What follows belongs to an exercise in optimizing a design on an open flow for small area, a short achievable clock period and few clock cycles per item; a production flow would make more cautious choices.
Where RTL was checked, it was by simulation tests only, not by an equivalence proof against the original.

==> inputs of 07-12 <==
// li_block_engine
module li_block_engine (
  input  wire         clk,
  input  wire         rst,         
  input  wire         start,       
  input  wire         decrypt,     
  input  wire [127:0] blk_in,
  input  wire [6:0]   rounds,      
  input  wire [5:0]   ca_steps,    
  input  wire         nbhd,        
  input  wire         toroidal,
  input  wire [31:0]  rule_base,
  output wire [6:0]   rk_idx,
  input  wire [127:0] rk,
  output wire         ready,
  output wire         done,
  output wire [127:0] blk_out
);
  function automatic [7:0] phi(input [7:0] x);
    begin
      phi[0] = x[0] ^ x[2];
      phi[1] = x[1] ^ x[2] ^ x[5] ^ x[6] ^ x[7];
      phi[2] = x[3];
      phi[3] = x[1] ^ x[3] ^ x[6] ^ x[7];
      phi[4] = x[1] ^ x[5] ^ x[7];
      phi[5] = x[2] ^ x[3];
      phi[6] = x[1] ^ x[4] ^ x[6] ^ x[7];
      phi[7] = x[5] ^ x[7];
    end
  endfunction
  function automatic [7:0] phiinv(input [7:0] x);
    begin
      phiinv[0] = x[0] ^ x[2] ^ x[5];
      phiinv[1] = x[4] ^ x[7];
      phiinv[2] = x[2] ^ x[5];
      phiinv[3] = x[2];
      phiinv[4] = x[2] ^ x[3] ^ x[6];
      phiinv[5] = x[1] ^ x[3] ^ x[5];
      phiinv[6] = x[1] ^ x[2] ^ x[4] ^ x[5];
      phiinv[7] = x[1] ^ x[3] ^ x[5] ^ x[7];
    end
  endfunction
  function automatic [7:0] aff(input [7:0] x);
    begin
      aff[0] = ~(x[0] ^ x[4] ^ x[5] ^ x[6] ^ x[7]);
  ...
clock: 10.0 ns
lec_check: 0
abc_clock_period_in_ps: 4000
cap_margin: 20
core_margin: 2
core_utilization: 50
place_density: 0.6
setup_slack_margin: 5
slew_margin: 20
run.sh (not shown) runs the stock make flow with config.mk's settings and CLKGATE_MAP_FILE= SYNTH_SCRIPT=/design/flow/synth_recipe.tcl, a recipe that flattens the netlist after the stock synthesis.
==> inputs of 08-26, as changes to 07-12 <==
--- a/flow/design.v
+++ b/flow/design.v
@@ -40,28 +40,30 @@
   end
   assign y = {m4(ah, ni), m4(ah ^ al, ni)};
 endmodule
 module li_ca_step (
   input  wire [127:0] grid,
   input  wire [19:0]  tab,
   input  wire         nbhd,
   input  wire         toroidal,
+  input  wire [31:0]  gu,          
+  input  wire [31:0]  gd,          
   output wire [127:0] grid_next
 );
   wire [9:0] ta = tab[9:0];
   wire [9:0] tb = tab[19:10];
   wire [1:0] cs [0:127];    
   wire [1:0] xs [0:127];    
   genvar r, c;
   generate
     for (r = 0; r < 4; r = r + 1) begin : g_r
       for (c = 0; c < 32; c = c + 1) begin : g_c
-        wire up = (r == 0) ? (toroidal & grid[3*32 + c]) : grid[(r-1)*32 + c];
-        wire dn = (r == 3) ? (toroidal & grid[c])        : grid[(r+1)*32 + c];
+        wire up = (r == 0) ? gu[c] : grid[(r-1)*32 + c];
+        wire dn = (r == 3) ? gd[c] : grid[(r+1)*32 + c];
         wire me = grid[r*32 + c];
         assign cs[r*32 + c] = {(up & me) | (up & dn) | (me & dn), up ^ me ^ dn};
         assign xs[r*32 + c] = nbhd ? {1'b0, me} : cs[r*32 + c];
       end
     end
     for (r = 0; r < 4; r = r + 1) begin : g_r2
       for (c = 0; c < 32; c = c + 1) begin : g_c2
         localparam integer CL = (c + 31) % 32;
@@ -149,160 +151,184 @@
       affinv[2] = ~(x[1] ^ x[4] ^ x[7]);
       affinv[3] = x[0] ^ x[2] ^ x[5];
       affinv[4] = x[1] ^ x[3] ^ x[6];
       affinv[5] = x[2] ^ x[4] ^ x[7];
       affinv[6] = x[0] ^ x[3] ^ x[5];
       affinv[7] = x[1] ^ x[4] ^ x[6];
     end
   endfunction
-  reg         dec_q;
-  reg  [5:0]  steps_q;
-  reg         nbhd_q;
-  reg         tor_q;
-  reg  [31:0] rule_q;
+  reg [127:0] ib_blk;
+  reg         ib_dec;
+  reg  [6:0]  ib_rounds;
+  reg         ib_valid;
+  reg         cb_dec;
+  reg  [5:0]  cb_steps;
+  reg         cb_nbhd;
+  reg         cb_tor;
+  reg  [31:0] cb_rule;
+  reg  [6:0]  cj_left;    
+  reg  [6:0]  rk_idx_q;   
+  reg [127:0] grid;       
+  reg  [31:0] gu;         
+  reg  [31:0] gd;         
+  reg [127:0] rkc;        
+  reg  [19:0] tab;        
+  reg         rn_nbhd;
+  reg         rn_tor;
+  reg         ce_busy;    
+  reg  [5:0]  ce_cnt;     
+  reg         ce_last;    
+  reg [127:0] kq;         
+  reg         kfull;
   reg [127:0] st;         
   reg         ae_busy;    
+  reg         ae_dec;
   reg         ae_phb;     
   reg  [6:0]  ae_left;    
   reg         ae_first;   
   reg         ae_lastb;   
   reg         done_q;
-  reg [127:0] grid;       
-  reg [127:0] rkc;        
-  reg [127:0] kq;         
-  reg         kfull;
-  reg  [19:0] tab;        
-  reg         ce_busy;    
-  reg  [5:0]  ce_cnt;     
-  reg         ce_last;    
-  reg  [6:0]  rk_idx_q;   
-  reg  [6:0]  ce_jobs;    
-  reg         ce_k0;      
+  wire ib_take = ~ae_busy & ib_valid;                   
+  assign ready   = (cj_left == 7'd0) & (~ib_valid | ib_take);
   assign rk_idx  = rk_idx_q;
-  assign ready   = ~ae_busy;
   assign done    = done_q;
   assign blk_out = st;
+  wire acc = ready & start;
   wire [127:0] seed;      
   wire [127:0] step_o;
   genvar k;
   generate
     for (k = 0; k < 128; k = k + 1) begin : g_seed
       assign seed[k] = rk[127 - k];
     end
   endgenerate
   li_ca_step u_ca (
     .grid      (grid),
     .tab       (tab),
-    .nbhd      (nbhd_q),
-    .toroidal  (tor_q),
+    .nbhd      (rn_nbhd),
+    .toroidal  (rn_tor),
+    .gu        (gu),
+    .gd        (gd),
     .grid_next (step_o)
   );
   wire [127:0] kc = step_o ^ rkc;       
   wire [127:0] kb;                      
   generate
     for (k = 0; k < 128; k = k + 1) begin : g_kb
       assign kb[127 - k] = kc[k];
     end
   endgenerate
-  wire [31:0] rule_r = rule_q ^ {25'd0, rk_idx_q};
-  wire [19:0] tab_r  = {(nbhd_q ? rule_r[13:4] : rule_r[17:8]), rule_r[9:0]};
-  wire acc        = ready & start;
+  wire        zero_job = (rk_idx_q == 7'd0);
+  wire [31:0] rule_r   = cb_rule ^ {25'd0, rk_idx_q};
+  wire [19:0] tab_r    = zero_job ? 20'd0
+                       : {(cb_nbhd ? rule_r[13:4] : rule_r[17:8]), rule_r[9:0]};
   wire ae_consume = ae_busy & ae_phb & kfull;
   wire kslot      = ~kfull | ae_consume;
   wire last_step  = ce_busy & ce_last;
   wire ce_finish  = last_step & kslot;
   wire grid_free  = ~ce_busy | ce_finish;
-  wire load_ca    = (ce_jobs != 7'd0) & grid_free;
-  wire load_k0    = ce_k0 & (ce_jobs == 7'd0) & ~ce_busy & kslot;
+  wire load       = (cj_left != 7'd0) & grid_free;
   always @(posedge clk) begin
-    if (load_ca) begin
-      grid <= seed;
-      rkc  <= seed;
-      tab  <= tab_r;
+    if (load) begin
+      grid    <= seed;
+      gu      <= seed[127:96] & {32{cb_tor}};
+      gd      <= seed[31:0] & {32{cb_tor}};
+      rkc     <= seed;
+      tab     <= tab_r;
+      rn_nbhd <= cb_nbhd;
+      rn_tor  <= cb_tor;
     end else if (ce_busy & ~last_step) begin
-      grid <= step_o;
+      grid    <= step_o;
+      gu      <= step_o[127:96] & {32{rn_tor}};
+      gd      <= step_o[31:0] & {32{rn_tor}};
     end
   end
   always @(posedge clk) begin
-    if (~ae_busy)
-      kq <= rk;                          
-    else if (load_k0)
-      kq <= rk;
-    else if (ce_finish)
+    if (ce_finish)
       kq <= kb;
   end
   always @(posedge clk) begin
+    if (acc) begin
+      cb_dec   <= decrypt;
+      cb_steps <= ca_steps;
+      cb_nbhd  <= nbhd;
+      cb_tor   <= toroidal;
+      cb_rule  <= rule_base;
+      ib_blk   <= blk_in;
+      ib_dec   <= decrypt;
+      ib_rounds <= rounds;
+    end
+  end
+  always @(posedge clk) begin
     if (rst) begin
+      ib_valid <= 1'b0;
+      cj_left  <= 7'd0;
+      rk_idx_q <= 7'd0;
       ce_busy  <= 1'b0;
-      ce_jobs  <= 7'd0;
-      ce_k0    <= 1'b0;
       kfull    <= 1'b0;
-      rk_idx_q <= 7'd0;
     end else begin
-      kfull <= (kfull & ~ae_consume) | ce_finish | load_k0 | (acc & ~decrypt);
-      if (~ae_busy) begin
-        ce_jobs  <= start ? rounds : 7'd0;
-        ce_k0    <= start & decrypt;
-        rk_idx_q <= ~start ? 7'd0 : decrypt ? rounds : 7'd1;
+      ib_valid <= acc | (ib_valid & ~ib_take);
+      kfull    <= (kfull & ~ae_consume) | ce_finish;
+      if (acc) begin
+        cj_left  <= rounds + 7'd1;
+        rk_idx_q <= decrypt ? rounds : 7'd0;
+      end else if (load) begin
+        cj_left <= cj_left - 7'd1;
+        if (cb_dec)
+          rk_idx_q <= zero_job ? 7'd0 : rk_idx_q - 7'd1;
+        else
+          rk_idx_q <= (cj_left == 7'd1) ? 7'd0 : rk_idx_q + 7'd1;
+      end
+      if (load) begin
+        ce_busy <= 1'b1;
+        ce_cnt  <= zero_job ? 6'd1 : cb_steps;
+        ce_last <= zero_job | (cb_steps == 6'd1);
       end else begin
-        if (load_ca) begin
-          ce_busy <= 1'b1;
-          ce_cnt  <= steps_q;
-          ce_last <= (steps_q == 6'd1);
-          ce_jobs <= ce_jobs - 7'd1;
-          if (dec_q)
-            rk_idx_q <= rk_idx_q - 7'd1;
-          else if (ce_jobs == 7'd1)
-            rk_idx_q <= 7'd0;
-          else
-            rk_idx_q <= rk_idx_q + 7'd1;
-        end else if (ce_finish) begin
+        if (ce_finish)
           ce_busy <= 1'b0;
-        end
         if (ce_busy & ~last_step) begin
           ce_cnt  <= ce_cnt - 6'd1;
           ce_last <= (ce_cnt == 6'd2);
         end
-        if (load_k0)
-          ce_k0 <= 1'b0;
       end
     end
   end
   wire [127:0] inv_o;
-  wire [127:0] inv_c;
+  wire [127:0] sx;        
+  wire [127:0] ib_c;      
   genvar i, c;
   generate
     for (i = 0; i < 16; i = i + 1) begin : g_inv
-      li_inv8 u_inv (.a(phi(st[127 - 8*i -: 8])), .y(inv_c[127 - 8*i -: 8]));
-      assign inv_o[127 - 8*i -: 8] = phiinv(inv_c[127 - 8*i -: 8]);
+      li_inv8 u_inv (.a(phi(st[127 - 8*i -: 8])), .y(inv_o[127 - 8*i -: 8]));
+      assign sx[127 - 8*i -: 8]   = phiinv(st[127 - 8*i -: 8]);
+      assign ib_c[127 - 8*i -: 8] = phi(ib_blk[127 - 8*i -: 8]);
     end
   endgenerate
   function automatic [7:0] xt(input [7:0] a);    
     xt = {a[6:0], 1'b0} ^ (a[7] ? 8'h1b : 8'h00);
   endfunction
   function automatic [7:0] gmul(input [7:0] a, input [3:0] b);
     reg [7:0] a2, a4, a8;
     begin
       a2 = xt(a);
       a4 = xt(a2);
       a8 = xt(a4);
       gmul = (b[0] ? a : 8'h00) ^ (b[1] ? a2 : 8'h00) ^
              (b[2] ? a4 : 8'h00) ^ (b[3] ? a8 : 8'h00);
     end
   endfunction
   wire b_last = ae_lastb;
-  wire b_id   = dec_q ? b_last : ae_first;       
+  wire b_id   = ae_dec ? b_last : ae_first;      
   wire b_mix  = ~ae_first & ~b_last;             
-  wire [127:0] sx = st;
   wire [127:0] e_sub;     
   wire [127:0] e_shr;     
   wire [127:0] d_key = sx ^ kq;
   wire [127:0] d_pm;      
-  wire [127:0] mx_i = dec_q ? d_pm : e_shr;
+  wire [127:0] mx_i = ae_dec ? d_pm : e_shr;
   wire [127:0] mx_o;
   wire [127:0] d_lin = b_mix ? mx_o : d_key;
   wire [127:0] d_ish;
   wire [127:0] d_pre;     
   generate
     for (i = 0; i < 16; i = i + 1) begin : g_byte
       localparam integer R  = i % 4;
       localparam integer C  = i / 4;
@@ -330,56 +356,51 @@
       wire [7:0] a3 = mx_i[127 - 8*(4*c+3) -: 8];
       assign mx_o[127 - 8*(4*c+0) -: 8] = gmul(a0, 4'd2) ^ gmul(a1, 4'd3) ^ a2 ^ a3;
       assign mx_o[127 - 8*(4*c+1) -: 8] = a0 ^ gmul(a1, 4'd2) ^ gmul(a2, 4'd3) ^ a3;
       assign mx_o[127 - 8*(4*c+2) -: 8] = a0 ^ a1 ^ gmul(a2, 4'd2) ^ gmul(a3, 4'd3);
       assign mx_o[127 - 8*(4*c+3) -: 8] = gmul(a0, 4'd3) ^ a1 ^ a2 ^ gmul(a3, 4'd2);
     end
   endgenerate
   wire [127:0] e_out = (b_mix ? mx_o : e_shr) ^ kq;
-  wire [127:0] b_std = b_id ? d_key : (dec_q ? d_pre : e_out);
+  wire [127:0] b_std = b_id ? d_key : (ae_dec ? d_pre : e_out);
   always @(posedge clk) begin
     if (~ae_busy)
-      st <= blk_in;
-    else if (ae_busy & ~ae_phb)
+      st <= ib_c;
+    else if (~ae_phb)
       st <= inv_o;
-    else if (ae_consume)
+    else if (kfull)
       st <= b_std;
   end
   always @(posedge clk) begin
-    if (~ae_busy) begin
-      dec_q   <= decrypt;
-      steps_q <= ca_steps;
-      nbhd_q  <= nbhd;
-      tor_q   <= toroidal;
-      rule_q  <= rule_base;
-    end
+    if (~ae_busy)
+      ae_dec <= ib_dec;
   end
   always @(posedge clk) begin
     if (rst) begin
       ae_busy <= 1'b0;
       done_q  <= 1'b0;
     end else begin
       done_q <= 1'b0;
-      if (acc) begin
-        ae_busy  <= 1'b1;
-        ae_phb   <= 1'b1;
-        ae_left  <= rounds + 7'd1;
-        ae_first <= 1'b1;
-        ae_lastb <= 1'b0;
-      end else if (ae_busy) begin
-        if (~ae_phb) begin
-          ae_phb <= 1'b1;
-        end else if (kfull) begin
-          ae_left  <= ae_left - 7'd1;
-          ae_first <= 1'b0;
-          ae_lastb <= (ae_left == 7'd2);
-          if (b_last) begin
-            ae_busy <= 1'b0;
-            done_q  <= 1'b1;
-          end else begin
-            ae_phb <= 1'b0;
-          end
+      if (~ae_busy) begin
+        if (ib_valid) begin
+          ae_busy  <= 1'b1;
+          ae_phb   <= 1'b1;
+          ae_left  <= ib_rounds + 7'd1;
+          ae_first <= 1'b1;
+          ae_lastb <= 1'b0;
+        end
+      end else if (~ae_phb) begin
+        ae_phb <= 1'b1;
+      end else if (kfull) begin
+        ae_left  <= ae_left - 7'd1;
+        ae_first <= 1'b0;
+        ae_lastb <= (ae_left == 7'd2);
+        if (ae_lastb) begin
+          ae_busy <= 1'b0;
+          done_q  <= 1'b1;
+        end else begin
+          ae_phb <= 1'b0;
         end
       end
     end
   end
 endmodule
==> inputs of 01-20, as changes to 07-12 <==
--- a/flow/design.v
+++ b/flow/design.v
@@ -40,28 +40,30 @@
   end
   assign y = {m4(ah, ni), m4(ah ^ al, ni)};
 endmodule
 module li_ca_step (
   input  wire [127:0] grid,
   input  wire [19:0]  tab,
   input  wire         nbhd,
   input  wire         toroidal,
+  input  wire [31:0]  gu,          
+  input  wire [31:0]  gd,          
   output wire [127:0] grid_next
 );
   wire [9:0] ta = tab[9:0];
   wire [9:0] tb = tab[19:10];
   wire [1:0] cs [0:127];    
   wire [1:0] xs [0:127];    
   genvar r, c;
   generate
     for (r = 0; r < 4; r = r + 1) begin : g_r
       for (c = 0; c < 32; c = c + 1) begin : g_c
-        wire up = (r == 0) ? (toroidal & grid[3*32 + c]) : grid[(r-1)*32 + c];
-        wire dn = (r == 3) ? (toroidal & grid[c])        : grid[(r+1)*32 + c];
+        wire up = (r == 0) ? gu[c] : grid[(r-1)*32 + c];
+        wire dn = (r == 3) ? gd[c] : grid[(r+1)*32 + c];
         wire me = grid[r*32 + c];
         assign cs[r*32 + c] = {(up & me) | (up & dn) | (me & dn), up ^ me ^ dn};
         assign xs[r*32 + c] = nbhd ? {1'b0, me} : cs[r*32 + c];
       end
     end
     for (r = 0; r < 4; r = r + 1) begin : g_r2
       for (c = 0; c < 32; c = c + 1) begin : g_c2
         localparam integer CL = (c + 31) % 32;
@@ -162,16 +164,18 @@
   reg [127:0] st;         
   reg         ae_busy;    
   reg         ae_phb;     
   reg  [6:0]  ae_left;    
   reg         ae_first;   
   reg         ae_lastb;   
   reg         done_q;
   reg [127:0] grid;       
+  reg  [31:0] gu;         
+  reg  [31:0] gd;         
   reg [127:0] rkc;        
   reg [127:0] kq;         
   reg         kfull;
   reg  [19:0] tab;        
   reg         ce_busy;    
   reg  [5:0]  ce_cnt;     
   reg         ce_last;    
   reg  [6:0]  rk_idx_q;   
@@ -189,16 +193,18 @@
       assign seed[k] = rk[127 - k];
     end
   endgenerate
   li_ca_step u_ca (
     .grid      (grid),
     .tab       (tab),
     .nbhd      (nbhd_q),
     .toroidal  (tor_q),
+    .gu        (gu),
+    .gd        (gd),
     .grid_next (step_o)
   );
   wire [127:0] kc = step_o ^ rkc;       
   wire [127:0] kb;                      
   generate
     for (k = 0; k < 128; k = k + 1) begin : g_kb
       assign kb[127 - k] = kc[k];
     end
@@ -211,20 +217,24 @@
   wire last_step  = ce_busy & ce_last;
   wire ce_finish  = last_step & kslot;
   wire grid_free  = ~ce_busy | ce_finish;
   wire load_ca    = (ce_jobs != 7'd0) & grid_free;
   wire load_k0    = ce_k0 & (ce_jobs == 7'd0) & ~ce_busy & kslot;
   always @(posedge clk) begin
     if (load_ca) begin
       grid <= seed;
+      gu   <= seed[127:96] & {32{tor_q}};
+      gd   <= seed[31:0] & {32{tor_q}};
       rkc  <= seed;
       tab  <= tab_r;
     end else if (ce_busy & ~last_step) begin
       grid <= step_o;
+      gu   <= step_o[127:96] & {32{tor_q}};
+      gd   <= step_o[31:0] & {32{tor_q}};
     end
   end
   always @(posedge clk) begin
     if (~ae_busy)
       kq <= rk;                          
     else if (load_k0)
       kq <= rk;
     else if (ce_finish)
@@ -263,22 +273,24 @@
           ce_last <= (ce_cnt == 6'd2);
         end
         if (load_k0)
           ce_k0 <= 1'b0;
       end
     end
   end
   wire [127:0] inv_o;
-  wire [127:0] inv_c;
+  wire [127:0] sx;        
+  wire [127:0] blk_c;     
   genvar i, c;
   generate
     for (i = 0; i < 16; i = i + 1) begin : g_inv
-      li_inv8 u_inv (.a(phi(st[127 - 8*i -: 8])), .y(inv_c[127 - 8*i -: 8]));
-      assign inv_o[127 - 8*i -: 8] = phiinv(inv_c[127 - 8*i -: 8]);
+      li_inv8 u_inv (.a(phi(st[127 - 8*i -: 8])), .y(inv_o[127 - 8*i -: 8]));
+      assign sx[127 - 8*i -: 8] = phiinv(st[127 - 8*i -: 8]);
+      assign blk_c[127 - 8*i -: 8] = phi(blk_in[127 - 8*i -: 8]);
     end
   endgenerate
   function automatic [7:0] xt(input [7:0] a);    
     xt = {a[6:0], 1'b0} ^ (a[7] ? 8'h1b : 8'h00);
   endfunction
   function automatic [7:0] gmul(input [7:0] a, input [3:0] b);
     reg [7:0] a2, a4, a8;
     begin
@@ -287,17 +299,16 @@
       a8 = xt(a4);
       gmul = (b[0] ? a : 8'h00) ^ (b[1] ? a2 : 8'h00) ^
              (b[2] ? a4 : 8'h00) ^ (b[3] ? a8 : 8'h00);
     end
   endfunction
   wire b_last = ae_lastb;
   wire b_id   = dec_q ? b_last : ae_first;       
   wire b_mix  = ~ae_first & ~b_last;             
-  wire [127:0] sx = st;
   wire [127:0] e_sub;     
   wire [127:0] e_shr;     
   wire [127:0] d_key = sx ^ kq;
   wire [127:0] d_pm;      
   wire [127:0] mx_i = dec_q ? d_pm : e_shr;
   wire [127:0] mx_o;
   wire [127:0] d_lin = b_mix ? mx_o : d_key;
   wire [127:0] d_ish;
@@ -333,17 +344,17 @@
       assign mx_o[127 - 8*(4*c+2) -: 8] = a0 ^ a1 ^ gmul(a2, 4'd2) ^ gmul(a3, 4'd3);
       assign mx_o[127 - 8*(4*c+3) -: 8] = gmul(a0, 4'd3) ^ a1 ^ a2 ^ gmul(a3, 4'd2);
     end
   endgenerate
   wire [127:0] e_out = (b_mix ? mx_o : e_shr) ^ kq;
   wire [127:0] b_std = b_id ? d_key : (dec_q ? d_pre : e_out);
   always @(posedge clk) begin
     if (~ae_busy)
-      st <= blk_in;
+      st <= blk_c;
     else if (ae_busy & ~ae_phb)
       st <= inv_o;
     else if (ae_consume)
       st <= b_std;
   end
   always @(posedge clk) begin
     if (~ae_busy) begin
       dec_q   <= decrypt;
==> run notes <==
item                                                                  08-26           01-20           07-12
Multi-In Gates                                                         8295            8579            8558
Post-cts repair resize count                                            257             231             514
Wire length on met1                                                  164 mm          168 mm          162 mm
Clock buf/inv share                                                   2.83%           2.53%           2.13%
Layout-stage area growth over the synthesis result                    14.2%           14.8%           18.7%
Worst path arrival time                                             5.58 ns         5.69 ns         5.81 ns
Core footprint                                                   225000 um2      217000 um2      212000 um2
Worst hold start                                                   ib_valid       rule_q[7]       rule_q[7]
TritonCTS sink count                                                    797             659             595
Half-perimeter wire length of the detailed placement result          329 mm          326 mm          316 mm
Run status                                                   finished clean  finished clean  finished clean
Peak per-stage delay on the critical path                           0.65 ns         0.71 ns         0.55 ns
Simple-Gate Fraction of Synth Area                                    7.65%           9.33%           9.08%
Number of synthesized flops with an enable pin                          778             640             576
Seq Cell Count                                                          797             659             595
Testbench counts of 08-26, summed over its fixed seeds: cycles 99,556, blocks 3,200.
Function not checked in 07-12 and 01-20: the RTL went through the layout flow alone.

## what the ideal ports hide
No port has a modelled driver above. Below, the same layouts with a new extraction and two added sets of constraints.
Step 1 sets driving cells, clkbuf_16 on the clock port and buf_2 on the other inputs (assumed; they add their load-dependent delay and slew).
Step 2 times the ports against the registers' clock, not the clock port: input delays grow and output delays shrink by t, the midpoint of the rising clock arrivals with the driver on.
Slacks: ideal ports / drivers / drivers and shift; pairs: ideal ports / drivers.
run | t, ns | slack for setup (ns) | worst setup path after step 2 | worst slew at a driven data input, ns
07-12 | 0.838 | 4.626 / 4.626 / 4.626 | register to register | 0.25
08-26 | 0.885 | 4.942 / 4.942 / 4.942 | register to register | 0.26
01-20 | 0.859 | 4.935 / 4.935 / 4.935 | register to register | 0.21
After both steps setup and hold are still met in every run listed.
